Source: an optimization exercise on an open RTL-to-GDS flow (aim: small area, a short achievable clock period and few clock cycles). Production flows keep margins and buffers that such runs may drop. RTL that was checked went through simulation tests only; none was proved equivalent to the original. No functional check of the RTL was part of run 3. Power figures rest on the tool's default switching activity, not on a simulated workload.

[flow/design.v]
module dvb_rca #(parameter W = 8) (
    input  wire [W-1:0] a,
    input  wire [W-1:0] b,
    input  wire         ci,
    output wire [W-1:0] s,
    output wire         co
);
    wire [W:0] c;
    assign c[0] = ci;
    genvar i;
    generate
        for (i = 0; i < W; i = i + 1) begin : g_bit
            assign s[i]   = a[i] ^ b[i] ^ c[i];
            assign c[i+1] = (a[i] & b[i]) | (c[i] & (a[i] ^ b[i]));
        end
    endgenerate
    assign co = c[W];
endmodule
module dvb_voice (
    input  wire        clk,
    input  wire        rst,
    input  wire        cfg_we,
    input  wire [6:0]  cfg_addr,
    input  wire [7:0]  cfg_data,
    input  wire        cmd_valid,
    output wire        cmd_ready,
    input  wire [1:0]  cmd_op,
    input  wire [6:0]  cmd_note,
    input  wire [6:0]  cmd_vel,
    input  wire [15:0] cmd_count,
    output wire        out_valid,
    input  wire        out_ready,
    output wire [15:0] out_sample,
    output wire        active
);
    localparam [2:0] ENV_OFF     = 3'b000;
    localparam [2:0] ENV_ATTACK  = 3'b100;
    localparam [2:0] ENV_DECAY   = 3'b101;
    localparam [2:0] ENV_SUSTAIN = 3'b110;
    localparam [2:0] ENV_RELEASE = 3'b111;
    localparam [1:0] C_IDLE   = 2'd0;
    localparam [1:0] C_CMD    = 2'd1;
    localparam [1:0] C_NOTEON = 2'd2;
    localparam [1:0] C_RENDER = 2'd3;
    localparam [3:0] U_START = 4'd0;
    localparam [3:0] U_VIB   = 4'd1;
    localparam [3:0] U_U     = 4'd2;
    localparam [3:0] U_F     = 4'd3;
    localparam [3:0] U_FMOV  = 4'd4;
    localparam [3:0] U_FINE  = 4'd5;
    localparam [3:0] U_RMOV  = 4'd6;
    localparam [3:0] U_X     = 4'd7;
    localparam [3:0] U_XMOV  = 4'd8;
    localparam [3:0] U_DIV   = 4'd9;
    localparam [3:0] U_SSET  = 4'd10;
    localparam [3:0] U_SDIV  = 4'd11;
    localparam [3:0] U_KSET  = 4'd12;
    localparam [3:0] U_KMUL  = 4'd13;
    localparam [3:0] U_DONE  = 4'd14;
    localparam [3:0] U_PMOV  = 4'd15;
    reg [1:0]   initial_wave;
    reg [7:0]   seq_speed;
    reg [4:0]   seq_length;
    reg [7:0]   attack_length;
    reg [6:0]   attack_level;
    reg [7:0]   decay_length;
    reg [6:0]   decay_level;
    reg [7:0]   sustain_length;
    reg [6:0]   sustain_level;
    reg [7:0]   release_length;
    reg [7:0]   vib_delay;
    reg [5:0]   vib_speed;       
    reg [7:0]   vib_depth;
    reg [4:0]   arp_length;
    reg [31:0]  seq_waves;       
    reg [127:0] arp_offsets;     
    reg [15:0]  sample_rate;
    reg        cfg_we_q;
    reg [6:0]  cfg_addr_q;
    reg [7:0]  cfg_data_q;
    reg        rst_q;
    always @(posedge clk) begin
        cfg_we_q   <= cfg_we;
        cfg_addr_q <= cfg_addr;
        cfg_data_q <= cfg_data;
        rst_q      <= rst;
    end
    wire [1:0] cfg_wave  = (cfg_data_q[7:2] != 6'd0) ? 2'd3 : cfg_data_q[1:0];
    wire [6:0] cfg_level = (cfg_data_q[7] || (cfg_data_q[6] && cfg_data_q[5:0] != 6'd0)) ? 7'd64 : cfg_data_q[6:0];
    wire [4:0] cfg_len16 = ((cfg_data_q[7:5] != 3'd0) || (cfg_data_q[4] && cfg_data_q[3:0] != 4'd0)) ? 5'd16 : cfg_data_q[4:0];
    wire [7:0] wd      = cfg_data_q & {8{~rst_q}};
    wire [1:0] wd_wave = cfg_wave   & {2{~rst_q}};
    wire [6:0] wd_lvl  = cfg_level  & {7{~rst_q}};
    wire [4:0] wd_l16  = cfg_len16  & {5{~rst_q}};
    wire [7:0] wd_srl  = rst_q ? 8'd50 : cfg_data_q;
    function sel(input [6:0] a, input [6:0] v);
        sel = rst_q | (cfg_we_q & (a == v));
    endfunction
    localparam [111:0] SEQ_ADDR = {7'd61, 7'd58, 7'd55, 7'd52, 7'd49, 7'd46, 7'd43, 7'd40,
                                   7'd37, 7'd34, 7'd31, 7'd28, 7'd25, 7'd22, 7'd19, 7'd16};
    integer k;
    always @(posedge clk) begin
        if (sel(cfg_addr_q, 7'd1))  initial_wave   <= wd_wave;
        if (sel(cfg_addr_q, 7'd2))  seq_speed      <= wd;
        if (sel(cfg_addr_q, 7'd3))  seq_length     <= wd_l16;
        if (sel(cfg_addr_q, 7'd4))  attack_length  <= wd;
        if (sel(cfg_addr_q, 7'd5))  attack_level   <= wd_lvl;
        if (sel(cfg_addr_q, 7'd6))  decay_length   <= wd;
        if (sel(cfg_addr_q, 7'd7))  decay_level    <= wd_lvl;
        if (sel(cfg_addr_q, 7'd8))  sustain_length <= wd;
        if (sel(cfg_addr_q, 7'd9))  sustain_level  <= wd_lvl;
        if (sel(cfg_addr_q, 7'd10)) release_length <= wd;
        if (sel(cfg_addr_q, 7'd11)) vib_delay      <= wd;
        if (sel(cfg_addr_q, 7'd12)) vib_speed      <= wd[5:0];
        if (sel(cfg_addr_q, 7'd13)) vib_depth      <= wd;
        if (sel(cfg_addr_q, 7'd14)) arp_length     <= wd_l16;
        if (sel(cfg_addr_q, 7'd96)) sample_rate[7:0]  <= wd_srl;
        if (sel(cfg_addr_q, 7'd97)) sample_rate[15:8] <= wd;
        for (k = 0; k < 16; k = k + 1) begin
            if (sel(cfg_addr_q, SEQ_ADDR[7 * k +: 7]))
                seq_waves[2 * k +: 2] <= wd_wave;
            if (sel(cfg_addr_q, 7'd64 + k[6:0]))
                arp_offsets[8 * k +: 8] <= wd;
        end
    end
    wire       dl_gt;        
    wire [6:0] dl_dummy;
    wire       dl_ge_n;      
    dvb_rca #(7) u_dlcmp (.a(attack_level), .b(~decay_level), .ci(1'b1), .s(dl_dummy), .co(dl_ge_n));
    assign dl_gt = ~dl_ge_n;
    wire [6:0] decay_level_eff = dl_gt ? attack_level : decay_level;
    wire       sr_lt50  = (sample_rate[15:6] == 10'd0) &&
                          !(sample_rate[5] && sample_rate[4] && (sample_rate[3] || sample_rate[2] || sample_rate[1]));
    wire [15:0] rate_eff = sr_lt50 ? 16'd50 : sample_rate;
    reg [15:0] tick_acc;
    reg [6:0]  base_note;
    reg [6:0]  velocity;
    reg [21:0] phase;
    reg [21:0] phase_inc;
    reg [1:0]  active_wave;
    reg [3:0]  seq_step;
    reg [7:0]  seq_counter;
    reg [3:0]  arp_index;
    reg [5:0]  vib_phase;
    reg [7:0]  vib_delay_left;
    reg [2:0]  env_state;
    reg        active_q;        
    reg [7:0]  env_ticks;
    reg [22:0] env_volume;
    reg [28:0] vol_vel;         
    assign active = active_q;
    reg [3:0]  ust;
    reg [5:0]  cnt;
    reg        eng_next;        
    reg [32:0] acc;
    reg [22:0] qr;
    reg [21:0] pin;             
    wire       vdl_nz  = (vib_delay_left != 8'd0);
    wire [7:0] vdl_dec;
    wire       vdl_co;
    dvb_rca #(8) u_vdl (.a(vib_delay_left), .b(8'hff), .ci(1'b0), .s(vdl_dec), .co(vdl_co));
    wire [7:0] vdl_n   = vdl_nz ? vdl_dec : vib_delay_left;
    wire [5:0] vp_add;
    wire       vp_co;
    dvb_rca #(6) u_vp (.a(vib_phase), .b(vib_speed), .ci(1'b0), .s(vp_add), .co(vp_co));
    wire [5:0] vp_n    = vdl_nz ? vib_phase : vp_add;
    wire [4:0] ai_inc  = {1'b0, arp_index} + 5'd1;
    wire [4:0] ai_cmp_s;
    wire       ai_ge;           
    dvb_rca #(5) u_aic (.a(ai_inc), .b(~arp_length), .ci(1'b1), .s(ai_cmp_s), .co(ai_ge));
    wire [3:0] ai_n    = (arp_length == 5'd0) ? arp_index : (ai_ge ? 4'd0 : ai_inc[3:0]);
    wire       seq_on  = (seq_length != 5'd0) && (seq_speed != 8'd0);
    wire [7:0] sc_inc;
    wire       sc_co;
    dvb_rca #(8) u_sci (.a(seq_counter), .b(8'd0), .ci(1'b1), .s(sc_inc), .co(sc_co));
    wire [7:0] sc_cmp_s;
    wire       sc_cmp_co;       
    dvb_rca #(8) u_scc (.a(sc_inc), .b(~seq_speed), .ci(1'b1), .s(sc_cmp_s), .co(sc_cmp_co));
    wire       sc_ge   = sc_co | sc_cmp_co;
    wire       seq_adv = seq_on && sc_ge;
    wire [4:0] ss_inc  = {1'b0, seq_step} + 5'd1;
    wire [4:0] ss_cmp_s;
    wire       ss_ge;
    dvb_rca #(5) u_ssc (.a(ss_inc), .b(~seq_length), .ci(1'b1), .s(ss_cmp_s), .co(ss_ge));
    wire [1:0] seq_w   = seq_waves[2 * seq_step +: 2];
    wire [1:0] aw_n    = seq_adv ? seq_w : active_wave;
    wire [3:0] ss_n    = seq_adv ? (ss_ge ? 4'd0 : ss_inc[3:0]) : seq_step;
    wire [7:0] sc_n    = seq_adv ? 8'd0 : (seq_on ? sc_inc : seq_counter);
    function [21:0] wave_mask(input [1:0] w);
        wave_mask = (w == 2'd0) ? 22'h0fffff : (w == 2'd3) ? 22'h3fffff : 22'h1fffff;
    endfunction
    wire [7:0]  tk_inc;
    wire        tk_co;
    dvb_rca #(8) u_tki (.a(env_ticks), .b(8'd0), .ci(1'b1), .s(tk_inc), .co(tk_co));
    reg  [7:0]  len_sel;
    always @(*) begin
        case (env_state[1:0])
            2'b00:   len_sel = attack_length;
            2'b01:   len_sel = decay_length;
            2'b10:   len_sel = sustain_length;
            default: len_sel = release_length;
        endcase
    end
    wire [7:0]  tk_cmp_s;
    wire        tk_cmp_co;
    dvb_rca #(8) u_tkc (.a(tk_inc), .b(~len_sel), .ci(1'b1), .s(tk_cmp_s), .co(tk_cmp_co));
    wire        n_ge    = tk_co | tk_cmp_co;           
    wire        env_sub = (env_state[1:0] != 2'b00);
    wire [24:0] v_step;
    wire        v_co;
    dvb_rca #(25) u_vst (.a({2'b00, env_volume}), .b(env_sub ? ~{2'b00, qr} : {2'b00, qr}),
                         .ci(env_sub), .s(v_step), .co(v_co));
    wire [7:0]  va_s;
    wire        va_ge;
    dvb_rca #(8) u_vac (.a(v_step[23:16]), .b(~{1'b0, attack_level}), .ci(1'b1), .s(va_s), .co(va_ge));
    wire [7:0]  vd_s;
    wire        vd_ge;
    dvb_rca #(8) u_vdc (.a(v_step[23:16]), .b(~{1'b0, decay_level_eff}), .ci(v_step[15:0] != 16'd0), .s(vd_s), .co(vd_ge));
    wire        v_neg   = v_step[24];
    wire        vd_le   = v_neg | ~vd_ge;
    wire        vr_le   = v_neg | (v_step[23:0] == 24'd0);
    reg  [2:0]  st_n;
    reg  [7:0]  tk_n;
    reg  [22:0] vol_n;
    always @(*) begin
        st_n  = env_state;
        tk_n  = env_ticks;
        vol_n = env_volume;
        case (env_state)
            ENV_ATTACK: begin
                if (va_ge || n_ge) begin
                    tk_n = 8'd0;
                    if (decay_length == 8'd0) begin
                        st_n  = ENV_SUSTAIN;
                        vol_n = {sustain_level, 16'd0};
                    end else begin
                        st_n  = ENV_DECAY;
                        vol_n = {attack_level, 16'd0};
                    end
                end else begin
                    tk_n  = tk_inc;
                    vol_n = v_step[22:0];
                end
            end
            ENV_DECAY: begin
                if (vd_le || n_ge) begin
                    tk_n  = 8'd0;
                    st_n  = ENV_SUSTAIN;
                    vol_n = {sustain_level, 16'd0};
                end else begin
                    tk_n  = tk_inc;
                    vol_n = v_step[22:0];
                end
            end
            ENV_SUSTAIN: begin
                vol_n = {sustain_level, 16'd0};
                if (sustain_length != 8'd0) begin
                    tk_n = tk_inc;
                    if (n_ge) begin
                        tk_n = 8'd0;
                        if (release_length == 8'd0) begin
                            st_n  = ENV_OFF;
                            vol_n = 23'd0;
                        end else begin
                            st_n  = ENV_RELEASE;
                        end
                    end
                end
            end
            ENV_RELEASE: begin
                tk_n = tk_inc;
                if (vr_le || n_ge) begin
                    st_n  = ENV_OFF;
                    vol_n = 23'd0;
                end else begin
                    vol_n = v_step[22:0];
                end
            end
            default: ;
        endcase
    end
    wire [5:0] e_vp = eng_next ? vp_n : vib_phase;
    wire [3:0] e_ai = eng_next ? ai_n : arp_index;
    wire [1:0] e_aw = eng_next ? aw_n : active_wave;
    wire [3:0] sin_j = e_vp[3:0];
    reg [14:0] sin_mag;
    always @(*) begin
        case ({e_vp[4], sin_j})
            5'd0:  sin_mag = 15'd0;
            5'd1:  sin_mag = 15'd1606;
            5'd2:  sin_mag = 15'd3196;
            5'd3:  sin_mag = 15'd4756;
            5'd4:  sin_mag = 15'd6270;
            5'd5:  sin_mag = 15'd7723;
            5'd6:  sin_mag = 15'd9102;
            5'd7:  sin_mag = 15'd10394;
            5'd8:  sin_mag = 15'd11585;
            5'd9:  sin_mag = 15'd12665;
            5'd10: sin_mag = 15'd13623;
            5'd11: sin_mag = 15'd14449;
            5'd12: sin_mag = 15'd15137;
            5'd13: sin_mag = 15'd15679;
            5'd14: sin_mag = 15'd16069;
            5'd15: sin_mag = 15'd16305;
            5'd16: sin_mag = 15'd16384;
            5'd17: sin_mag = 15'd16305;
            5'd18: sin_mag = 15'd16069;
            5'd19: sin_mag = 15'd15679;
            5'd20: sin_mag = 15'd15137;
            5'd21: sin_mag = 15'd14449;
            5'd22: sin_mag = 15'd13623;
            5'd23: sin_mag = 15'd12665;
            5'd24: sin_mag = 15'd11585;
            5'd25: sin_mag = 15'd10394;
            5'd26: sin_mag = 15'd9102;
            5'd27: sin_mag = 15'd7723;
            5'd28: sin_mag = 15'd6270;
            5'd29: sin_mag = 15'd4756;
            5'd30: sin_mag = 15'd3196;
            default: sin_mag = 15'd1606;
        endcase
    end
    wire sin_neg  = e_vp[5];
    reg  [3:0]  u_oct;
    reg  [1:0]  u_m3;
    always @(*) begin
        case (pin[15:10])
            6'd0:  begin u_oct = 4'd0;  u_m3 = 2'd0; end
            6'd1:  begin u_oct = 4'd0;  u_m3 = 2'd1; end
            6'd2:  begin u_oct = 4'd0;  u_m3 = 2'd2; end
            6'd3:  begin u_oct = 4'd1;  u_m3 = 2'd0; end
            6'd4:  begin u_oct = 4'd1;  u_m3 = 2'd1; end
            6'd5:  begin u_oct = 4'd1;  u_m3 = 2'd2; end
            6'd6:  begin u_oct = 4'd2;  u_m3 = 2'd0; end
            6'd7:  begin u_oct = 4'd2;  u_m3 = 2'd1; end
            6'd8:  begin u_oct = 4'd2;  u_m3 = 2'd2; end
            6'd9:  begin u_oct = 4'd3;  u_m3 = 2'd0; end
            6'd10: begin u_oct = 4'd3;  u_m3 = 2'd1; end
            6'd11: begin u_oct = 4'd3;  u_m3 = 2'd2; end
            6'd12: begin u_oct = 4'd4;  u_m3 = 2'd0; end
            6'd13: begin u_oct = 4'd4;  u_m3 = 2'd1; end
            6'd14: begin u_oct = 4'd4;  u_m3 = 2'd2; end
            6'd15: begin u_oct = 4'd5;  u_m3 = 2'd0; end
            6'd16: begin u_oct = 4'd5;  u_m3 = 2'd1; end
            6'd17: begin u_oct = 4'd5;  u_m3 = 2'd2; end
            6'd18: begin u_oct = 4'd6;  u_m3 = 2'd0; end
            6'd19: begin u_oct = 4'd6;  u_m3 = 2'd1; end
            6'd20: begin u_oct = 4'd6;  u_m3 = 2'd2; end
            6'd21: begin u_oct = 4'd7;  u_m3 = 2'd0; end
            6'd22: begin u_oct = 4'd7;  u_m3 = 2'd1; end
            6'd23: begin u_oct = 4'd7;  u_m3 = 2'd2; end
            6'd24: begin u_oct = 4'd8;  u_m3 = 2'd0; end
            6'd25: begin u_oct = 4'd8;  u_m3 = 2'd1; end
            6'd26: begin u_oct = 4'd8;  u_m3 = 2'd2; end
            6'd27: begin u_oct = 4'd9;  u_m3 = 2'd0; end
            6'd28: begin u_oct = 4'd9;  u_m3 = 2'd1; end
            6'd29: begin u_oct = 4'd9;  u_m3 = 2'd2; end
            6'd30: begin u_oct = 4'd10; u_m3 = 2'd0; end
            6'd31: begin u_oct = 4'd10; u_m3 = 2'd1; end
            6'd32: begin u_oct = 4'd10; u_m3 = 2'd2; end
            6'd33: begin u_oct = 4'd11; u_m3 = 2'd0; end
            6'd34: begin u_oct = 4'd11; u_m3 = 2'd1; end
            6'd35: begin u_oct = 4'd11; u_m3 = 2'd2; end
            6'd36: begin u_oct = 4'd12; u_m3 = 2'd0; end
            6'd37: begin u_oct = 4'd12; u_m3 = 2'd1; end
            6'd38: begin u_oct = 4'd12; u_m3 = 2'd2; end
            6'd39: begin u_oct = 4'd13; u_m3 = 2'd0; end
            6'd40: begin u_oct = 4'd13; u_m3 = 2'd1; end
            6'd41: begin u_oct = 4'd13; u_m3 = 2'd2; end
            6'd42: begin u_oct = 4'd14; u_m3 = 2'd0; end
            6'd43: begin u_oct = 4'd14; u_m3 = 2'd1; end
            6'd44: begin u_oct = 4'd14; u_m3 = 2'd2; end
            6'd45: begin u_oct = 4'd15; u_m3 = 2'd0; end
            6'd46: begin u_oct = 4'd15; u_m3 = 2'd1; end
            default: begin u_oct = 4'd15; u_m3 = 2'd2; end
        endcase
    end
    wire [3:0] u_semi = {u_m3, pin[9:8]};
    reg [16:0] semi_rd;
    always @(*) begin
        case (u_semi)
            4'd0:  semi_rd = 17'd65536;
            4'd1:  semi_rd = 17'd69433;
            4'd2:  semi_rd = 17'd73562;
            4'd3:  semi_rd = 17'd77936;
            4'd4:  semi_rd = 17'd82570;
            4'd5:  semi_rd = 17'd87480;
            4'd6:  semi_rd = 17'd92682;
            4'd7:  semi_rd = 17'd98193;
            4'd8:  semi_rd = 17'd104032;
            4'd9:  semi_rd = 17'd110218;
            4'd10: semi_rd = 17'd116772;
            4'd11: semi_rd = 17'd123715;
            default: semi_rd = 17'd65536;
        endcase
    end
    wire [7:0]  arp_entry = arp_offsets[8 * e_ai +: 8];
    wire [7:0]  arp_eff   = (arp_length != 5'd0) ? arp_entry : 8'd0;
    wire [7:0]  note_b;
    wire        note_bc;
    dvb_rca #(7) u_nb (.a(base_note), .b(7'd39), .ci(1'b0), .s(note_b[6:0]), .co(note_bc));
    assign note_b[7] = note_bc;
    wire [10:0] note_a;
    wire        note_co;
    dvb_rca #(11) u_note (.a({3'd0, note_b}), .b({{3{arp_eff[7]}}, arp_eff}), .ci(1'b0),
                          .s(note_a), .co(note_co));
    wire [5:0] div_n0 = (e_aw == 2'd0) ? 6'd20 : (e_aw == 2'd3) ? 6'd22 : 6'd21;    
    wire [5:0] div_n;
    wire       div_n_co;
    dvb_rca #(6) u_divn (.a(div_n0), .b({2'd0, u_oct}), .ci(1'b0), .s(div_n), .co(div_n_co));
    wire [5:0] div_kp;
    wire       div_kp_co;
    dvb_rca #(6) u_divk (.a(div_n), .b(6'd42), .ci(1'b0), .s(div_kp), .co(div_kp_co));    
    wire [5:0] kp_cmp_s;
    wire       kp_ge;           
    dvb_rca #(6) u_kpc (.a(cnt), .b(~div_kp), .ci(1'b1), .s(kp_cmp_s), .co(kp_ge));
    wire       num_live = div_kp[5] | (div_kp == 6'd0) | kp_ge;
    wire [6:0] dec_diff;
    wire       dec_co;
    dvb_rca #(7) u_ddf (.a(attack_level), .b(~decay_level_eff), .ci(1'b1), .s(dec_diff), .co(dec_co));
    reg [6:0] st_lvl;
    reg [7:0] st_len;
    always @(*) begin
        case (env_state[1:0])
            2'b00:   begin st_lvl = attack_level;  st_len = attack_length;  end
            2'b01:   begin st_lvl = dec_diff;      st_len = decay_length;   end
            default: begin st_lvl = sustain_level; st_len = release_length; end
        endcase
    end
    localparam [5:0] C55 = 6'd55;
    reg        mbit;
    always @(*) begin
        case (ust)
            U_VIB:   mbit = vib_depth[cnt[2:0]];
            U_F:     mbit = pin[cnt[2:0]];
            U_FINE:  mbit = qr[16];
            U_X:     mbit = C55[cnt[2:0]];
            U_KMUL:  mbit = velocity[cnt[2:0]];
            default: mbit = 1'b0;
        endcase
    end
    reg [32:0] mval;
    reg        mneg;
    always @(*) begin
        mneg = 1'b0;
        case (ust)
            U_START: mval = {{16{note_a[10]}}, note_a, 6'd0};
            U_VIB:   begin mval = {18'd0, sin_mag}; mneg = sin_neg; end
            U_F:     mval = 33'd3897;
            U_FINE:  mval = {16'd0, semi_rd};
            U_X:     mval = {16'd0, qr[16:0]};
            U_DIV:   begin mval = {17'd0, rate_eff}; mneg = ~acc[32]; end
            U_SDIV:  begin mval = {25'd0, st_len}; mneg = ~acc[32]; end
            U_KMUL:  mval = {10'd0, eng_next ? vol_n : env_volume};
            default: mval = 33'd0;
        endcase
    end
    wire div_st  = (ust == U_DIV) || (ust == U_SDIV);
    wire div_fd  = qr[22] & ((ust == U_SDIV) | num_live);
    wire acc_clr = (ust == U_START) || (ust == U_U) || (ust == U_FMOV) || (ust == U_RMOV) ||
                   (ust == U_XMOV) || (ust == U_SSET) || (ust == U_KSET);
    wire acc_add = (ust == U_START) || div_st || mbit;
    wire [32:0] acc_a = acc_clr ? 33'd0 : {acc[31:0], div_st & div_fd};
    wire [32:0] acc_b = acc_add ? (mneg ? ~mval : mval) : 33'd0;
    wire [32:0] acc_sum;
    wire        acc_co;
    dvb_rca #(33) u_acc (.a(acc_a), .b(acc_b), .ci(acc_add & mneg), .s(acc_sum), .co(acc_co));
    wire [26:0] u_raw  = acc[32:6];
    wire        u_over = (u_raw[25:16] != 10'd0) || (u_raw[15] && u_raw[14]);
    wire [15:0] u_cl   = u_raw[26] ? 16'd0 : u_over ? 16'd49151 : u_raw[15:0];
    wire [5:0] cnt_dec;
    wire       cnt_co;
    dvb_rca #(6) u_cnt (.a(cnt), .b(6'h3f), .ci(1'b0), .s(cnt_dec), .co(cnt_co));
    wire       cnt_z = (cnt == 6'd0);
    wire eng_ready = (ust == U_DONE) && eng_next;
    reg  [7:0] w_mag;
    reg        w_neg;
    wire [7:0] w_lin = phase[19] ? {1'b0, phase[18:16], 4'd0} : {~|phase[18:16], phase[18:16] == 3'd0 ? 3'd0 : (3'd0 - phase[18:16]), 4'd0};
    always @(*) begin
        w_mag = 8'd0;
        w_neg = 1'b0;
        case (active_wave)
            2'd0: begin    
                w_neg = ~phase[19];
                w_mag = w_lin;
            end
            2'd1: begin    
                w_neg = phase[20];
                w_mag = 8'd64;
            end
            2'd2: begin    
                w_neg = phase[20] ^ ~phase[19];
                w_mag = w_lin;
            end
            default: begin    
                w_neg = phase[21];
                case (phase[20:16])
                    5'd0:  w_mag = 8'd0;
                    5'd1:  w_mag = 8'd12;
                    5'd2:  w_mag = 8'd25;
                    5'd3:  w_mag = 8'd37;
                    5'd4:  w_mag = 8'd49;
                    5'd5:  w_mag = 8'd60;
                    5'd6:  w_mag = 8'd71;
                    5'd7:  w_mag = 8'd81;
                    5'd8:  w_mag = 8'd90;
                    5'd9:  w_mag = 8'd98;
                    5'd10: w_mag = 8'd106;
                    5'd11: w_mag = 8'd112;
                    5'd12: w_mag = 8'd117;
                    5'd13: w_mag = 8'd122;
                    5'd14: w_mag = 8'd125;
                    5'd15: w_mag = 8'd126;
                    5'd16: w_mag = 8'd127;
                    5'd17: w_mag = 8'd126;
                    5'd18: w_mag = 8'd125;
                    5'd19: w_mag = 8'd122;
                    5'd20: w_mag = 8'd117;
                    5'd21: w_mag = 8'd112;
                    5'd22: w_mag = 8'd106;
                    5'd23: w_mag = 8'd98;
                    5'd24: w_mag = 8'd90;
                    5'd25: w_mag = 8'd81;
                    5'd26: w_mag = 8'd71;
                    5'd27: w_mag = 8'd60;
                    5'd28: w_mag = 8'd49;
                    5'd29: w_mag = 8'd37;
                    5'd30: w_mag = 8'd25;
                    default: w_mag = 8'd12;
                endcase
            end
        endcase
    end
    wire [7:0] wm = w_mag & {8{env_state[2]}};
    wire       wn = w_neg & env_state[2];
    wire [28:0] pp [0:6];
    wire [35:0] prow [0:6];
    genvar gi;
    generate
        for (gi = 0; gi < 7; gi = gi + 1) begin : g_pp
            assign pp[gi] = wm[gi] ? vol_vel : 29'd0;
        end
        assign prow[0] = {7'd0, pp[0]};
        for (gi = 1; gi < 7; gi = gi + 1) begin : g_row
            wire [28:0] rs;
            wire        rc;
            dvb_rca #(29) u_row (.a(prow[gi-1][28+gi:gi]), .b(pp[gi]), .ci(1'b0), .s(rs), .co(rc));
            if (gi < 6) begin : g_mid
                assign prow[gi] = {{(6-gi){1'b0}}, rc, rs, prow[gi-1][gi-1:0]};
            end else begin : g_last
                assign prow[gi] = {rc, rs, prow[gi-1][gi-1:0]};
            end
        end
    endgenerate
    wire [20:0] s_x = wm[7] ? vol_vel[28:8] : prow[6][35:15];
    wire [13:0] s_a = s_x[20:7];
    wire [13:0] s_c;
    wire        s_cc;
    dvb_rca #(14) u_dc (.a(s_a), .b({7'd0, s_x[6:0]}), .ci(1'b0), .s(s_c), .co(s_cc));
    wire [7:0]  s_a2 = {s_cc, s_c[13:7]};
    wire [7:0]  s_s;
    wire        s_sc;
    dvb_rca #(8) u_ds (.a(s_a2), .b({1'b0, s_c[6:0]}), .ci(1'b0), .s(s_s), .co(s_sc));
    wire        s_e2 = (s_s[7:1] == 7'h7f);
    wire        s_e1 = s_s[7] | (s_s[6:0] == 7'h7f);
    wire [7:0]  s_t;
    wire        s_tc;
    dvb_rca #(8) u_dt (.a(s_a2), .b({6'd0, s_e2, s_e1 & ~s_e2}), .ci(1'b0), .s(s_t), .co(s_tc));
    wire [13:0] s_q0;
    wire        s_qc;
    dvb_rca #(14) u_dq (.a(s_a), .b({6'd0, s_t}), .ci(1'b0), .s(s_q0), .co(s_qc));
    wire [15:0] s_q = {1'b0, s_qc, s_q0};
    wire [15:0] sample;
    wire        smp_co;
    dvb_rca #(16) u_neg (.a(s_q ^ {16{wn}}), .b(16'd0), .ci(wn), .s(sample), .co(smp_co));
    wire [21:0] ph_sum;
    wire        ph_co;
    dvb_rca #(22) u_ph (.a(phase), .b(phase_inc), .ci(1'b0), .s(ph_sum), .co(ph_co));
    wire [15:0] tick_sum;
    wire        tick_c;
    dvb_rca #(16) u_ts (.a(tick_acc), .b(16'd50), .ci(1'b0), .s(tick_sum), .co(tick_c));
    wire [15:0] tick_dif;
    wire        tick_dc;
    dvb_rca #(16) u_td (.a(tick_sum), .b(~rate_eff), .ci(1'b1), .s(tick_dif), .co(tick_dc));
    wire        tick_due = tick_c | tick_dc;
    wire [15:0] fl_dec;
    wire        fl_co;
    dvb_rca #(16) u_fl (.a(frames_left), .b(16'hffff), .ci(1'b0), .s(fl_dec), .co(fl_co));
    reg [1:0]  ctl;
    reg        cmd_ready_q;
    reg        out_valid_q;     
    reg        ov;              
    reg [15:0] out_sample_q;
    reg        sv;              
    reg [15:0] skid;
    reg [15:0] frames_left;     
    reg [1:0]  op_q;
    reg        ticked;
    assign cmd_ready  = cmd_ready_q;
    assign out_valid  = out_valid_q;
    assign out_sample = out_sample_q;
    wire fl_zero    = (frames_left == 16'd0);
    wire need_tick  = !ticked && env_state[2] && tick_due;
    wire prod_slot  = (ctl == C_RENDER) && !sv && !fl_zero;
    wire prod_frame = prod_slot && !need_tick;
    wire do_tick    = prod_slot && need_tick && eng_ready;
    wire [15:0] new_sample = sample;
    wire o_free     = ~ov | out_ready;
    always @(posedge clk) begin
        if (rst) begin
            active_q <= 1'b0;
        end else if (ctl == C_CMD) begin
            if (op_q == 2'd0)
                active_q <= 1'b1;
            else if (op_q == 2'd1 && env_state[1:0] != 2'b11 && release_length == 8'd0)
                active_q <= 1'b0;
        end else if (do_tick) begin
            active_q <= st_n[2];
        end
    end
    always @(posedge clk) begin
        if (rst_q) begin
            ctl         <= C_IDLE;
            cmd_ready_q <= 1'b1;
            out_valid_q <= 1'b0;
            ov          <= 1'b0;
            sv          <= 1'b0;
            ticked      <= 1'b0;
            tick_acc    <= 16'd0;
            env_state   <= ENV_OFF;
        end else begin
            case (ctl)
                C_IDLE: begin
                    if (cmd_valid) begin
                        cmd_ready_q <= 1'b0;
                        ctl         <= (cmd_op == 2'd2) ? C_RENDER : C_CMD;
                    end
                end
                C_CMD: begin
                    case (op_q)
                        2'd0: begin
                            if (attack_length != 8'd0) begin
                                env_state <= ENV_ATTACK;
                            end else if (decay_length != 8'd0) begin
                                env_state <= ENV_DECAY;
                            end else begin
                                env_state <= ENV_SUSTAIN;
                            end
                            ctl <= C_NOTEON;
                        end
                        2'd1: begin
                            if (env_state[2] && env_state[1:0] != 2'b11) begin
                                if (release_length == 8'd0)
                                    env_state <= ENV_OFF;
                                else
                                    env_state <= ENV_RELEASE;
                            end
                            ctl         <= C_IDLE;
                            cmd_ready_q <= 1'b1;
                        end
                        default: begin
                            ctl         <= C_IDLE;
                            cmd_ready_q <= 1'b1;
                        end
                    endcase
                end
                C_NOTEON: begin
                    if (ust == U_DONE && !eng_next) begin
                        ctl         <= C_IDLE;
                        cmd_ready_q <= 1'b1;
                    end
                end
                default: begin    
                    if (do_tick) begin
                        ticked    <= 1'b1;
                        tick_acc  <= tick_dif;
                        env_state <= st_n;
                    end
                    if (prod_frame) begin
                        ticked <= 1'b0;
                        if (env_state[2] && !ticked)
                            tick_acc <= tick_sum;
                    end
                    if (o_free) begin
                        ov          <= sv | prod_frame;
                        out_valid_q <= sv | prod_frame;
                        sv          <= 1'b0;
                        if (fl_zero && !sv) begin
                            ctl         <= C_IDLE;
                            cmd_ready_q <= 1'b1;
                        end
                    end else if (prod_frame) begin
                        sv <= 1'b1;
                    end
                end
            endcase
        end
    end
    always @(posedge clk) begin
        if (ctl == C_RENDER) begin
            if (o_free && (sv || prod_frame))
                out_sample_q <= sv ? skid : new_sample;
            if (!o_free && prod_frame)
                skid <= new_sample;
        end
        case (ctl)
            C_IDLE: begin
                frames_left <= cmd_count;
                op_q        <= cmd_op;
                if (cmd_valid && cmd_op == 2'd0) begin
                    base_note <= cmd_note;
                    velocity  <= cmd_vel;
                end
            end
            C_CMD: begin
                if (op_q == 2'd0) begin
                    phase          <= 22'd0;
                    seq_step       <= 4'd0;
                    seq_counter    <= 8'd0;
                    active_wave    <= initial_wave;
                    arp_index      <= 4'd0;
                    vib_phase      <= 6'd0;
                    vib_delay_left <= vib_delay;
                    env_ticks      <= 8'd0;
                    if (attack_length != 8'd0)
                        env_volume <= 23'd0;
                    else if (decay_length != 8'd0)
                        env_volume <= {attack_level, 16'd0};
                    else
                        env_volume <= {sustain_level, 16'd0};
                end else if (op_q == 2'd1) begin
                    if (env_state[2] && env_state[1:0] != 2'b11) begin
                        env_ticks <= 8'd0;
                        if (release_length == 8'd0)
                            env_volume <= 23'd0;
                    end
                end
            end
            C_NOTEON: begin
                if (ust == U_DONE && !eng_next) begin
                    phase_inc <= pin;
                    vol_vel   <= acc[28:0];
                end
            end
            default: begin    
                if (do_tick) begin
                    env_ticks  <= tk_n;
                    env_volume <= vol_n;
                    if (st_n[2]) begin
                        vib_delay_left <= vdl_n;
                        vib_phase      <= vp_n;
                        arp_index      <= ai_n;
                        seq_counter    <= sc_n;
                        seq_step       <= ss_n;
                        active_wave    <= aw_n;
                        phase          <= phase & wave_mask(aw_n);
                        phase_inc      <= pin;
                        vol_vel        <= acc[28:0];
                    end
                end
                if (prod_frame) begin
                    frames_left <= fl_dec;
                    if (env_state[2])
                        phase <= ph_sum & wave_mask(active_wave);
                end
            end
        endcase
    end
    always @(posedge clk) begin
        if (rst_q) begin
            ust      <= U_DONE;
            eng_next <= 1'b0;
        end else begin
            case (ust)
                U_START: ust <= U_VIB;
                U_VIB:   if (cnt_z) ust <= U_U;
                U_U:     ust <= (u_cl[7:0] == 8'd0) ? U_RMOV : U_F;
                U_F:     if (cnt_z) ust <= U_FMOV;
                U_FMOV:  ust <= (acc[19:8] == 12'd0) ? U_RMOV : U_FINE;
                U_FINE:  if (cnt_z) ust <= U_RMOV;
                U_RMOV:  ust <= U_X;
                U_X:     if (cnt_z) ust <= U_XMOV;
                U_XMOV:  ust <= U_DIV;
                U_DIV:   if (cnt_z) ust <= U_PMOV;
                U_PMOV:  ust <= eng_next ? U_SSET : U_KSET;
                U_SSET:  ust <= U_SDIV;
                U_SDIV:  if (cnt_z) ust <= U_KSET;
                U_KSET:  ust <= (!eng_next && env_state[1:0] == 2'b00) ? U_DONE : U_KMUL;
                U_KMUL:  if (cnt_z) ust <= U_DONE;
                U_DONE: begin
                    if (!eng_next && ctl == C_NOTEON) begin
                        eng_next <= 1'b1;
                        ust      <= U_START;
                    end
                end
            endcase
            if (cfg_we_q || do_tick) begin
                eng_next <= 1'b1;
                ust      <= U_START;
            end else if (ctl == C_CMD && op_q == 2'd0) begin
                eng_next <= 1'b0;
                ust      <= U_START;
            end else if (ctl == C_CMD && op_q == 2'd1 && eng_next &&
                         (ust == U_SSET || ust == U_SDIV || ust == U_KSET || ust == U_KMUL || ust == U_DONE)) begin
                ust <= U_SSET;
            end
        end
    end
    always @(posedge clk) begin
        case (ust)
            U_START, U_U, U_FMOV, U_RMOV, U_XMOV, U_SSET, U_KSET, U_VIB, U_F, U_FINE, U_X, U_KMUL, U_DIV, U_SDIV:
                acc <= acc_sum;
            default: ;
        endcase
        case (ust)
            U_START: cnt <= 6'd7;
            U_U:     begin pin <= {6'd0, u_cl}; cnt <= 6'd7; end
            U_FMOV:  begin qr <= {6'd0, 5'b10000, acc[19:8]}; cnt <= 6'd16; end
            U_FINE:  begin qr <= {qr[21:0], 1'b0}; cnt <= cnt_dec; end
            U_RMOV:  begin qr <= {6'd0, (acc[32:16] == 17'd0) ? semi_rd : acc[32:16]}; cnt <= 6'd5; end
            U_XMOV:  begin qr <= acc[22:0]; cnt <= div_n; end
            U_DIV:   begin qr <= {qr[21:0], ~acc_sum[32]}; cnt <= cnt_dec; end
            U_PMOV:  pin <= {qr[21] & (div_n != 6'd20), qr[20:0]};
            U_SSET:  begin qr <= {st_lvl, 16'd0}; cnt <= 6'd22; end
            U_SDIV:  begin qr <= {qr[21:0], ~acc_sum[32]}; cnt <= cnt_dec; end
            U_KSET:  cnt <= 6'd6;
            U_VIB, U_F, U_X, U_KMUL: cnt <= cnt_dec;
            default: ;
        endcase
    end
endmodule
[flow/run.sh]
#!/bin/bash
# synth_recipe.tcl (not shown) runs the flow's synth.tcl, then flattens the netlist and writes it again
# the make line also repeats each setting of config.mk as NAME=value (left out here)
make -C /OpenROAD-flow-scripts/flow DESIGN_CONFIG=/design/flow/config.mk WORK_HOME=/design/flow/orfs CLKGATE_MAP_FILE= SYNTH_SCRIPT=/design/flow/synth_recipe.tcl finish
[flow/config.mk]
export PLATFORM = sky130hd
export DESIGN_NAME = dvb_voice
export DESIGN_NICKNAME = dvb_voice
export VERILOG_FILES = /design/flow/design.v
export SDC_FILE = /design/flow/constraint.sdc
export NUM_CORES = 4
export LEC_CHECK = 0
export ABC_AREA = 1
export ABC_CLOCK_PERIOD_IN_PS = 100000
export CAP_MARGIN = 20
export CORE_MARGIN = 2
export CORE_UTILIZATION = 40
export PLACE_DENSITY = 0.6
export SLEW_MARGIN = 20
[flow/constraint.sdc]
create_clock -name core_clock -period 180.0 [get_ports {clk}]
set_input_delay 36.0000 -clock core_clock [delete_from_list [all_inputs] [get_ports {clk}]]
set_output_delay 36.0000 -clock core_clock [all_outputs]
set_load 0.01 [all_outputs]
==> results.tsv, run 1 <==
stage	metric	value	unit
power	Leakage	0.0192	uW
drt	final WL	116000	um
global_route	largest net degree at the start of global routing	66	
min_path	Hold Crit Class	flop to flop	
final_layout	Net count, final	4767	
critical_path	crit path max fanout	3	
place	dpl hpwl	87500	um
logic_synthesis	Post-synth ARST share	0	%
logic_synthesis	post-synthesis sequential element count	616	
floorplan	Rows	116	
power	Peak VDD IR	0.00761	mV
critical_path	Slowest-stage cell, CP	clkdlybuf4s50_1	
cts	CTS resizes	0	
drt	WL per Instance	20.8	um
timing	RSZ-0062 raised after global routing	no	
final_layout	Antenna Cells	0	
logic_synthesis	mapped cell area	40100	um^2
global_route	GRT Util Overall	22.7	%
power	P per Cell Area	12.3	nW/um^2
logic_synthesis	synth unique cells	64	
drt	Via-to-Cell Ratio	5.40	
final_layout	Layout Utilization	44.9	%
logic_synthesis	Post-synth EDFFs	555	
cts	H-tree depth	3	
critical_path	Largest delay share family, worst path	buffers and inverters	
drt	Routed Antenna Nets	0	
floorplan	Die W	321	um
cts	Worst-Skew Late Latency	0.65	ns
cts	postcts setup bufs	0	
cts	CTS Hold Buffers Added	0	
floorplan	total core area	99700	um^2
global_route	global-route wire length before repair	178000	um
timing	Max transition margin	22.8	%
power	Power, Total	552	uW
drt	initial DRC count	3055	
drt	1st-pass router iterations	6	
place	RD Place Congestion	0.969	
logic_synthesis	Mapped Nets	4699	
floorplan	die area	103000	um^2
critical_path	CP max stage delay	0.58	ns
timing	period utilization	20.9	%
timing	fmax	26.6	MHz
logic_synthesis	synth warn	1	
floorplan	IO Pins	71	
timing	Final setup viols	0	
place	DP Area	42400	um^2
cts	maximum clock path buffer count	3	
critical_path	Worst EP required	144.00	ns
logic_synthesis	syn avg cell area	9.63	um^2
cts	clk slew on worst S/H paths	0.05	ns
cts	TritonCTS clock tree	done	
critical_path	crit-path cells	clkdlybuf4s50_1	
global_route	antenna violations before repair	3	
timing	min Tclk post-route	37.56	ns
timing	TNS Setup	0	ns
run_status	status	no timing/DRC/antenna violations	
floorplan	Starting Density	40.2	%
critical_path	CP endpoint kind	primary output	
timing	clk_skew	0.0471	ns
timing	Worst Tran Pin Value	1.15	ns
logic_synthesis	largest cells by area after synthesis	edfxtp_1, fa_1, nand2_1, ha_1, inv_1	
logic_synthesis	Gate Count Post-Synth	4164	
cts	TritonCTS buffer count	71	
logic_synthesis	post-synth top area share	41.6	%
final_layout	P&R area growth vs syn	11.6	%
final_layout	post-route design area	44700	um^2
drt	DRC	0	
critical_path	Arrival @ worst endpoint	1.56	ns
logic_synthesis	Synth area leader	edfxtp_1	
floorplan	Die Y	321	um
place	# port buffers	70	
timing	max-slew violations	0	
final_layout	fillers	9488	
logic_synthesis	Top FF cell, synth	edfxtp_1	
job	Max-Cap Viols	0	
cts	# clock sinks	616	
timing	Final Hold Violating Endpoints	0	
global_route	Congestion Overflow GR	0	
global_route	vias in the first global route	29500	
drt	Vias	30100	
final_layout	share of layout cells above drive strength 1	6.16	%
logic_synthesis	sequential fraction of the synthesis area	44.6	%
critical_path	WP buf/inv	1	
critical_path	critical path type	flop to primary output	
cts	CTS root buf	clkbuf_16	
timing	worst hold slack	0.415	ns
critical_path	startpoint class of the critical path	flop	
[metrics by stage]
step	cells	setup slack, ns
5_1_grt	5584	142.40
6_report	5584	142.44
4_1_cts	5582	142.40
3_3_place_gp	5455	142.19
2_1_floorplan	4164	142.76
3_5_place_dp	5455	142.16
[worst reg2reg max path: cells and delay by family (launching register included)]
family	cells	cell delay, ns
buf+inv	10	0.88
flops	1	0.69
simple gates	7	1.57
fa+ha+maj	57	23.69
xor+xnor	3	0.54
compound gates	4	0.56
[metal layers]
| metal | vias to the layer above | global-route usage, % | part of all wire [%] |
|---|---|---|---|
| met5 | - | 0 | 0.016 |
| met3 | 202 | 3.65 | 7.1 |
| met2 | 1071 | 37.2 | 47 |
| li1 | 14100 | - | - |
| met1 | 14800 | 30.6 | 42 |
| met4 | 2 | 7.66 | 3.4 |
[sequential cells by signal, summed over array words and instances, names as in the netlist, 22 cells and up, named ones only]
register	count
phase	22
phase_inc	22
acc	33
env_volume	23
arp_offsets	128
vol_vel	29
seq_waves	32
qr	23
pin	22
[logic make-up after synthesis]
logic type | share of synthesized area (%)
compound gates | 10.8
xor+xnor | 1.11
fa+ha+maj | 20.4
buf+inv | 6.88
flops | 44.6
mux | 0.0250
simple gates | 16.1
[layout by cell type, fill, tap and decap left out, types with 73 or more instances in the layout]
cell,instances
a21oi_1,160
edfxtp_1,555
fa_1,286
clkbuf_16,73
buf_4,77
o21ai_0,286
nor2_1,479
nand3_1,172
inv_1,552
ha_1,196
nand2_1,777
[final timing paths]
kind / from / endpoint / slack (ns) / cells after the start
max: ov / out_valid / 142.44 / 1
min: pin[18] / phase_inc[18] / 0.42 / 0
max reg2reg: active_wave[0] / out_sample_q[14] / 151.73 / 81
min reg2reg: pin[18] / phase_inc[18] / 0.42 / 0
[cells in the mapped netlist, drive strengths merged, types with 20 or more instances]
library cell and number:
ha 197, nor2 496, edfxtp 555, o211ai 34, a21oi 161, nand4 21, o31ai 20, nor3 34
xor2 32, o21ai 323, clkbuf 116, dfxtp 61, inv 562, nand3 184, o22ai 26, buf 37
nand2 794, fa 286, a221oi 20
[layout make-up]
cell class                      count  area [um^2]  area share, %
Multi-Input combinational cell   2825        19500           43.7
Sequential cell                   616        17900           40.0
Inverter                          570         2140           4.78
Clock buffer                       97         1980           4.42
Tap cell                         1298         1620           3.63
Timing Repair Buffer              148         1280           2.87
Clock inverter                     30          295          0.660
[where the power goes]
part	internal (uW)	switching, uW
Combinational	62.2	137
Sequential	191	20.0
Clock	79.7	61.9
Total	333	219
Testbench counts, summed over its fixed seeds: cycles 646,383.
==> inputs of run 2 (changes only) <==
--- a/flow/design.v
+++ b/flow/design.v
@@ -535,4 +535,4 @@
     wire       wn = w_neg & env_state[2];
-    wire [28:0] pp [0:6];
-    wire [35:0] prow [0:6];
+    wire [28:0] ppn [0:6];
+    wire [35:0] prn [0:6];
     genvar gi;
@@ -540,5 +540,5 @@
         for (gi = 0; gi < 7; gi = gi + 1) begin : g_pp
-            assign pp[gi] = wm[gi] ? vol_vel : 29'd0;
+            assign ppn[gi] = ~({29{wm[gi]}} & vol_vel);
         end
-        assign prow[0] = {7'd0, pp[0]};
+        assign prn[0] = {7'h7f, ppn[0]};
         for (gi = 1; gi < 7; gi = gi + 1) begin : g_row
@@ -546,7 +546,7 @@
             wire        rc;
-            dvb_rca #(29) u_row (.a(prow[gi-1][28+gi:gi]), .b(pp[gi]), .ci(1'b0), .s(rs), .co(rc));
+            dvb_rca #(29) u_row (.a(prn[gi-1][28+gi:gi]), .b(ppn[gi]), .ci(1'b1), .s(rs), .co(rc));
             if (gi < 6) begin : g_mid
-                assign prow[gi] = {{(6-gi){1'b0}}, rc, rs, prow[gi-1][gi-1:0]};
+                assign prn[gi] = {{(6-gi){1'b1}}, rc, rs, prn[gi-1][gi-1:0]};
             end else begin : g_last
-                assign prow[gi] = {rc, rs, prow[gi-1][gi-1:0]};
+                assign prn[gi] = {rc, rs, prn[gi-1][gi-1:0]};
             end
@@ -554,3 +554,3 @@
     endgenerate
-    wire [20:0] s_x = wm[7] ? vol_vel[28:8] : prow[6][35:15];
+    wire [20:0] s_x = wm[7] ? vol_vel[28:8] : ~prn[6][35:15];
     wire [13:0] s_a = s_x[20:7];
@@ -621,3 +621,3 @@
     always @(posedge clk) begin
-        if (rst_q) begin
+        if (rst) begin
             ctl         <= C_IDLE;
@@ -769,3 +769,3 @@
     always @(posedge clk) begin
-        if (rst_q) begin
+        if (rst) begin
             ust      <= U_DONE;
--- a/flow/config.mk
+++ b/flow/config.mk
@@ -12,2 +12,3 @@
 export CORE_UTILIZATION = 40
+export CTS_BUF_LIST = sky130_fd_sc_hd__clkbuf_8
 export PLACE_DENSITY = 0.6
==> run 2 against run 1 <==
Compared with the run above: sequential cell count did not move; highest routed layer unchanged; still clean; critical path type unchanged; cell count barely moved; area after synthesis fell by 0.23%.
==> results.tsv, run 2 <==
stage	metric	value	unit
min_path	Hold Crit Class	flop to flop	
floorplan	Rows	115	
timing	max-slew violations	0	
power	Leakage	0.0188	uW
logic_synthesis	syn avg cell area	9.74	um^2
drt	final WL	114000	um
logic_synthesis	mapped cell area	40000	um^2
timing	RSZ-0062 raised after global routing	no	
place	pre-CTS setup slack	141.78	ns
timing	Worst Tran Pin Value	1.13	ns
timing	fmax	26.4	MHz
timing	Max transition margin	24.0	%
place	DP Area	42400	um^2
global_route	Congestion Overflow GR	0	
drt	Vias	30000	
logic_synthesis	post-synthesis sequential element count	616	
global_route	global-route wire length before repair	175000	um
logic_synthesis	synth unique cells	64	
logic_synthesis	Gate Count Post-Synth	4106	
logic_synthesis	Mapped Nets	4641	
logic_synthesis	Top FF cell, synth	edfxtp_1	
cts	clk slew on worst S/H paths	0.06	ns
job	Max-Cap Viols	0	
drt	initial DRC count	3002	
cts	CTS Hold Buffers Added	0	
floorplan	Die Y	320	um
cts	TritonCTS buffer count	106	
logic_synthesis	Post-synth EDFFs	555	
place	# port buffers	70	
timing	min Tclk post-route	37.81	ns
critical_path	crit path max fanout	4	
floorplan	total core area	98700	um^2
logic_synthesis	most common cell in the synthesized netlist	nand2_1	
drt	Via-to-Cell Ratio	5.37	
timing	Final setup viols	0	
final_layout	Layout Cells excl Fill	5587	
cts	postcts setup bufs	0	
logic_synthesis	Post-synth top cells	nand2_1, inv_1, edfxtp_1	
global_route	largest net degree at the start of global routing	62	
cts	# clock sinks	616	
critical_path	Largest delay share family, worst path	buffers and inverters	
critical_path	startpoint class of the critical path	flop	
final_layout	Net count, final	4747	
final_layout	flip-flop count of the largest register after layout	128	
timing	period utilization	21.0	%
critical_path	Slowest-stage cell, CP	clkdlybuf4s50_1	
logic_synthesis	Synth area leader	edfxtp_1	
power	Peak VDD IR	0.00790	mV
global_route	vias in the first global route	29300	
timing	Worst Setup Slack, final	142.19	ns
floorplan	IO Pins	71	
floorplan	die area	103000	um^2
floorplan	Die W	320	um
cts	Worst-Skew Late Latency	0.79	ns
place	dpl hpwl	85500	um
critical_path	Worst EP required	144.00	ns
final_layout	fillers	9497	
logic_synthesis	largest cells by area after synthesis	edfxtp_1, fa_1, nand2_1, ha_1, inv_1	
drt	DRC	0	
critical_path	Arrival @ worst endpoint	1.81	ns
critical_path	CP endpoint kind	primary output	
logic_synthesis	synth warn	1	
final_layout	share of layout cells above drive strength 1	6.40	%
timing	clk_skew	0.0469	ns
final_layout	commonest cells after routing, fill and taps aside	nand2_1, inv_1, edfxtp_1	
global_route	GRT Util Overall	22.3	%
logic_synthesis	post-synth top area share	41.7	%
floorplan	Starting Density	40.5	%
place	dpl cells	5390	
final_layout	post-route design area	44500	um^2
logic_synthesis	Post-synth ARST share	0	%
place	RD Place Congestion	1.00	
final_layout	P&R area growth vs syn	11.3	%
cts	maximum clock path buffer count	3	
final_layout	commonest non-fill, non-tap cell in the layout	nand2_1	
critical_path	critical path type	flop to primary output	
critical_path	reg-to-reg setup timing slack	152.16	ns
cts	TritonCTS clock tree	done	
critical_path	crit-path cells	clkdlybuf4s50_1	
drt	Routed Antenna Nets	0	
critical_path	CP max stage delay	0.66	ns
cts	CTS root buf	clkbuf_8	
power	P per Cell Area	12.1	nW/um^2
critical_path	WP buf/inv	1	
final_layout	largest reg by FF count	arp_offsets	
timing	Final Hold Violating Endpoints	0	
power	Power, Total	538	uW
logic_synthesis	sequential fraction of the synthesis area	44.7	%
global_route	antenna violations before repair	5	
cts	CTS resizes	0	
cts	H-tree depth	3	
final_layout	biggest regs	arp_offsets (128), acc (33), seq_waves (32)	
drt	WL per Instance	20.4	um
drt	1st-pass router iterations	6	
run_status	status	no timing/DRC/antenna violations	
timing	TNS Setup	0	ns
run 2: path summary, 6_finish.rpt:
| path | start | to | cells past startpoint |
|---|---|---|---|
| min reg2reg | pin[18] | phase_inc[18] | 0 |
| min | pin[18] | phase_inc[18] | 0 |
| max | ov | out_valid | 1 |
| max reg2reg | env_state[1] | qr[0] | 73 |
run 2: cell type report:
class	count	area, um^2	share of cell area [%]
multi-input cells	2756	19400	43.6
flip-flops and latches	616	17900	40.2
inverters	585	2200	4.93
well taps	1287	1610	3.62
clock buffers	110	1510	3.40
repair buffers	147	1280	2.87
clock inverters	82	621	1.39
diodes	4	10.0	0.0225
run 2: cells by family (layout without fill, tap and decap cells):
kind of cell             after synthesis  count (layout)  share of synthesized area (%)
multiplexers                          41              41                           1.03
other                                  0               4                              0
flip-flops                           616             616                           44.7
AND/OR/NAND/NOR                     1414            1414                           14.5
AO/OA/AOI/OAI                        767             767                           11.2
adder cells (fa/ha/maj)              483             483                           20.5
buffers and inverters                734             924                           6.99
XOR/XNOR                              51              51                           1.14
run 2: routing by layer:
layer	up-vias	GRT usage, %	wire (um)
li1	14000	-	-
met2	1151	36.3	52900
met3	280	3.94	7990
met4	4	10.6	5790
met1	14500	28.9	47200
met5	-	0	26
run 2: stage by stage:
stage          util (%)  hold slack [ns]
2_1_floorplan         -            0.400
3_3_place_gp       42.9            0.402
3_5_place_dp       42.9            0.405
4_1_cts            45.1            0.419
5_1_grt            45.1            0.425
6_report           45.1            0.418
run 2: where the power goes:
| part | switching [uW] | internal (uW) |
|---|---|---|
| registers | 19.8 | 191 |
| logic | 134 | 62.6 |
| clock network | 60.4 | 69.9 |
| total | 214 | 323 |
Testbench counts of run 2, summed over its fixed seeds: cycles 646,383.
==> inputs of run 3 (changes only) <==
--- a/flow/design.v
+++ b/flow/design.v
@@ -593,4 +593,2 @@
     reg [15:0] out_sample_q;
-    reg        sv;              
-    reg [15:0] skid;
     reg [15:0] frames_left;     
@@ -603,7 +601,7 @@
     wire need_tick  = !ticked && env_state[2] && tick_due;
-    wire prod_slot  = (ctl == C_RENDER) && !sv && !fl_zero;
+    wire prod_slot  = (ctl == C_RENDER) && !fl_zero;
     wire prod_frame = prod_slot && !need_tick;
     wire do_tick    = prod_slot && need_tick && eng_ready;
-    wire [15:0] new_sample = sample;
     wire o_free     = ~ov | out_ready;
+    wire prod       = prod_frame & o_free;
     always @(posedge clk) begin
@@ -621,3 +619,3 @@
     always @(posedge clk) begin
-        if (rst) begin
+        if (rst_q) begin
             ctl         <= C_IDLE;
@@ -626,3 +624,2 @@
             ov          <= 1'b0;
-            sv          <= 1'b0;
             ticked      <= 1'b0;
@@ -678,3 +675,3 @@
                     end
-                    if (prod_frame) begin
+                    if (prod) begin
                         ticked <= 1'b0;
@@ -684,6 +681,5 @@
                     if (o_free) begin
-                        ov          <= sv | prod_frame;
-                        out_valid_q <= sv | prod_frame;
-                        sv          <= 1'b0;
-                        if (fl_zero && !sv) begin
+                        ov          <= prod_frame;
+                        out_valid_q <= prod_frame;
+                        if (fl_zero) begin
                             ctl         <= C_IDLE;
@@ -691,4 +687,2 @@
                         end
-                    end else if (prod_frame) begin
-                        sv <= 1'b1;
                     end
@@ -699,8 +693,4 @@
     always @(posedge clk) begin
-        if (ctl == C_RENDER) begin
-            if (o_free && (sv || prod_frame))
-                out_sample_q <= sv ? skid : new_sample;
-            if (!o_free && prod_frame)
-                skid <= new_sample;
-        end
+        if (prod)
+            out_sample_q <= sample;
         case (ctl)
@@ -760,3 +750,3 @@
                 end
-                if (prod_frame) begin
+                if (prod) begin
                     frames_left <= fl_dec;
@@ -769,3 +759,3 @@
     always @(posedge clk) begin
-        if (rst) begin
+        if (rst_q) begin
             ust      <= U_DONE;
--- a/flow/config.mk
+++ b/flow/config.mk
@@ -12,3 +12,3 @@
 export CORE_UTILIZATION = 40
-export CTS_BUF_LIST = sky130_fd_sc_hd__clkbuf_8
+export CTS_BUF_LIST = sky130_fd_sc_hd__clkbuf_4
 export PLACE_DENSITY = 0.6
==> run 3 against run 2 <==
Compared with the run above: still clean on timing, DRC and antenna; sequential power about the same; worst hold slack better by 0.0024 ns; global-route usage up 0.32 points; critical path type is now input pin to flop; largest cell class unchanged; largest power group unchanged.
==> results.tsv, run 3 <==
stage	metric	value	unit
logic_synthesis	Top FF cell, synth	edfxtp_1	
timing	Final Hold Violating Endpoints	0	
logic_synthesis	largest family of logic cells by synthesized area	adder cells	
logic_synthesis	Synth Area in Compound Gates	10.8	%
final_layout	commonest non-fill, non-tap cell in the layout	nand2_1	
drt	initial DRC count	2978	
timing	clk_skew	0.0955	ns
place	DP Area	41800	um^2
logic_synthesis	sequential fraction of the synthesis area	44.0	%
floorplan	Starting Density	40.2	%
power	Sw Share	40.8	%
cts	# clock sinks	599	
power	Clock power frac	23.8	%
cts	maximum clock path buffer count	3	
logic_synthesis	syn avg cell area	9.65	um^2
logic_synthesis	largest cells by area after synthesis	edfxtp_1, fa_1, nand2_1, ha_1, inv_1	
power	switching pwr	221	uW
logic_synthesis	Gate Count Post-Synth	4091	
critical_path	Arrival @ worst endpoint	39.98	ns
logic_synthesis	Post-synth top cells	nand2_1, inv_1, edfxtp_1	
place	dpl hpwl	84600	um
job	Max-Cap Viols	0	
cts	CTS resizes	0	
cts	CTS root buf	clkbuf_4	
global_route	vias in the first global route	29200	
final_layout	P&R area growth vs syn	11.3	%
final_layout	multi-input logic area	19400	um^2
critical_path	reg-to-reg setup timing slack	151.73	ns
logic_synthesis	area share of and/or/nand/nor cells after synthesis	16.0	%
logic_synthesis	Post-synth ARST share	0	%
critical_path	CP endpoint kind	flop	
critical_path	crit path max fanout	26	
final_layout	largest reg by FF count	arp_offsets	
timing	period utilization	21.7	%
floorplan	IO Pins	71	
floorplan	Rows	115	
power	P per Cell Area	12.3	nW/um^2
logic_synthesis	Synth Area in XOR/XNOR	1.13	%
final_layout	Net count, final	4783	
timing	Worst Tran Pin Value	1.14	ns
cts	clk slew on worst S/H paths	0.06	ns
drt	Routed Antenna Nets	0	
final_layout	biggest regs	arp_offsets (128), acc (33), seq_waves (32)	
drt	1st-pass router iterations	6	
global_route	Congestion Overflow GR	0	
drt	DRC	0	
final_layout	Register Area	17400	um^2
floorplan	Die W	318	um
power	Sequential Power Share	38.6	%
critical_path	reg2reg path depth	75	
logic_synthesis	synth warn	1	
drt	WL per Instance	20.2	um
final_layout	share of layout cells above drive strength 1	9.75	%
final_layout	flip-flop count of the largest register after layout	128	
cts	Worst-Skew Late Latency	1.10	ns
floorplan	die area	101000	um^2
cts	TritonCTS buffer count	164	
logic_synthesis	mapped cell area	39500	um^2
place	# port buffers	70	
critical_path	critical path type	input pin to flop	
cts	postcts setup bufs	0	
drt	Via-to-Cell Ratio	5.35	
drt	Vias	30300	
final_layout	fillers	9445	
place	RD Place Congestion	0.992	
min_path	Hold Path Cell Cnt	0	
final_layout	commonest cells after routing, fill and taps aside	nand2_1, inv_1, edfxtp_1	
logic_synthesis	post-synth top area share	41.0	%
global_route	global-route wire length before repair	175000	um
logic_synthesis	most common cell in the synthesized netlist	nand2_1	
cts	H-tree depth	4	
power	Peak VDD IR	0.00619	mV
power	Power, Total	542	uW
logic_synthesis	Mapped Nets	4627	
cts	CTS Hold Buffers Added	0	
logic_synthesis	Synth area leader	edfxtp_1	
timing	min Tclk post-route	38.98	ns
run_status	status	no timing/DRC/antenna violations	
power	Logic pwr share	37.6	%
timing	Max transition margin	23.3	%
critical_path	startpoint class of the critical path	input pin	
min_path	Hold Crit Class	flop to flop	
cts	TritonCTS clock tree	done	
drt	final WL	114000	um
floorplan	total core area	98100	um^2
timing	RSZ-0062 raised after global routing	no	
power	Leakage	0.0188	uW
power	internal cell power	321	uW
logic_synthesis	post-synthesis sequential element count	599	
timing	max-slew violations	0	
logic_synthesis	area share of fa/ha/maj cells after synthesis	20.8	%
logic_synthesis	Post-synth EDFFs	539	
final_layout	post-route design area	44000	um^2
logic_synthesis	multiplexer share of the synthesized area	0.203	%
global_route	GRT Util Overall	22.6	%
timing	fmax	25.7	MHz
logic_synthesis	synth unique cells	60	
timing	TNS Setup	0	ns
critical_path	Worst EP required	181.01	ns
global_route	largest net degree at the start of global routing	66	
timing	Final setup viols	0	
global_route	antenna violations before repair	3	
floorplan	Die Y	318	um
-- run 3: power groups by stage --
stage                     Combinational, uW  Clock, uW  Sequential, uW
after CTS                               202        132             209
after detailed placement                200          0             211
final                                   204        129             209
after global placement                  199          0             212
after global routing                    228        139             211
after floorplan                         138          0             201
-- run 3: logic make-up (layout without fill, tap and decap cells) --
family / count (synthesis) / in the layout
XOR/XNOR: 51 / 51
other: 0 / 4
adder cells (fa/ha/maj): 484 / 484
flip-flops: 599 / 599
AO/OA/AOI/OAI: 707 / 707
AND/OR/NAND/NOR: 1512 / 1512
multiplexers: 8 / 8
buffers and inverters: 730 / 1009
-- run 3: worst paths after layout --
| check | from | end |
|---|---|---|
| hold / removal | pin[17] | phase_inc[17] |
| setup reg to reg | env_state[1] | qr[0] |
| setup / recovery | out_ready | flop |
| hold reg to reg | pin[17] | phase_inc[17] |
-- run 3: area by class of cell --
class / instances / area share (%)
antenna: 4 / 0.0228
clock buffer: 236 / 4.03
clock inverter: 53 / 0.860
inverter: 583 / 4.98
multi-input combinational: 2762 / 44.1
sequential: 599 / 39.6
tap: 1287 / 3.66
timing repair buffer: 137 / 2.74
-- run 3: per-layer routing --
| metal | part of all wire (%) | vias up | global-route usage [%] |
|---|---|---|---|
| met4 | 4.2 | 2 | 10.1 |
| met3 | 7.4 | 250 | 4.06 |
| met5 | 0.011 | - | 0 |
| met2 | 45 | 1214 | 35.4 |
| li1 | - | 14200 | - |
| met1 | 43 | 14600 | 30.7 |
-- run 3: through the flow --
step | cells | setup WS (ns) | hold slack (ns) | utilization, %
2_1_floorplan | 4091 | 141.63 | 0.400 | -
3_3_place_gp | 5367 | 139.86 | 0.401 | 42.6
3_5_place_dp | 5367 | 139.89 | 0.408 | 42.6
4_1_cts | 5656 | 141.09 | 0.421 | 44.8
5_1_grt | 5661 | 140.59 | 0.407 | 44.8
6_report | 5661 | 141.02 | 0.420 | 44.8
-- run 3: critical path, stage by stage --
cell             delay, ns
clkdlybuf4s50_1       0.45
inv_1                 0.05
nand2_1               0.06
and3_1                0.15
nand2_1               0.17
nor2_2                0.79
nand2_1               0.11
o211ai_1              0.13
inv_1                 0.07
o21ai_0               0.73
inv_1                 0.30
ha_1                  0.29
or2_2                 0.33
a22oi_1               0.19
nand3_1               0.09
nand2_1               0.08

## port drivers added, routing unchanged
Ports are ideal in the flow. The routed layouts listed here were re-timed in OpenROAD.
Step 1: set_driving_cell puts a clkbuf_16 on clk and a buf_2 on each other input, an assumption about the parent block.
Step 2 also shifts input and output timing later by t, the mid clock arrival at the registers, as if the neighbouring blocks saw the same clock.
a / b / c = no drivers / after step 1 / after step 2; a / b = the first two.
| run | t, ns | slack for setup (ns) | clock arrival spread, ns | pins driven straight from the clock port |
|---|---|---|---|---|
| run 1 | 0.697 | 142.442 / 142.370 / 142.146 | 0.047 / 0.048 | 1 |
| run 2 | 0.832 | 142.187 / 142.122 / 141.626 | 0.047 / 0.047 | 1 |
| run 3 | 1.119 | 141.024 / 141.054 / 139.934 | 0.096 / 0.095 | 1 |
After both steps setup and hold are still met in every run listed. For run 3, which loses most, drivers alone change the setup slack by +0.030 ns; drivers and shift together by -1.090 ns.
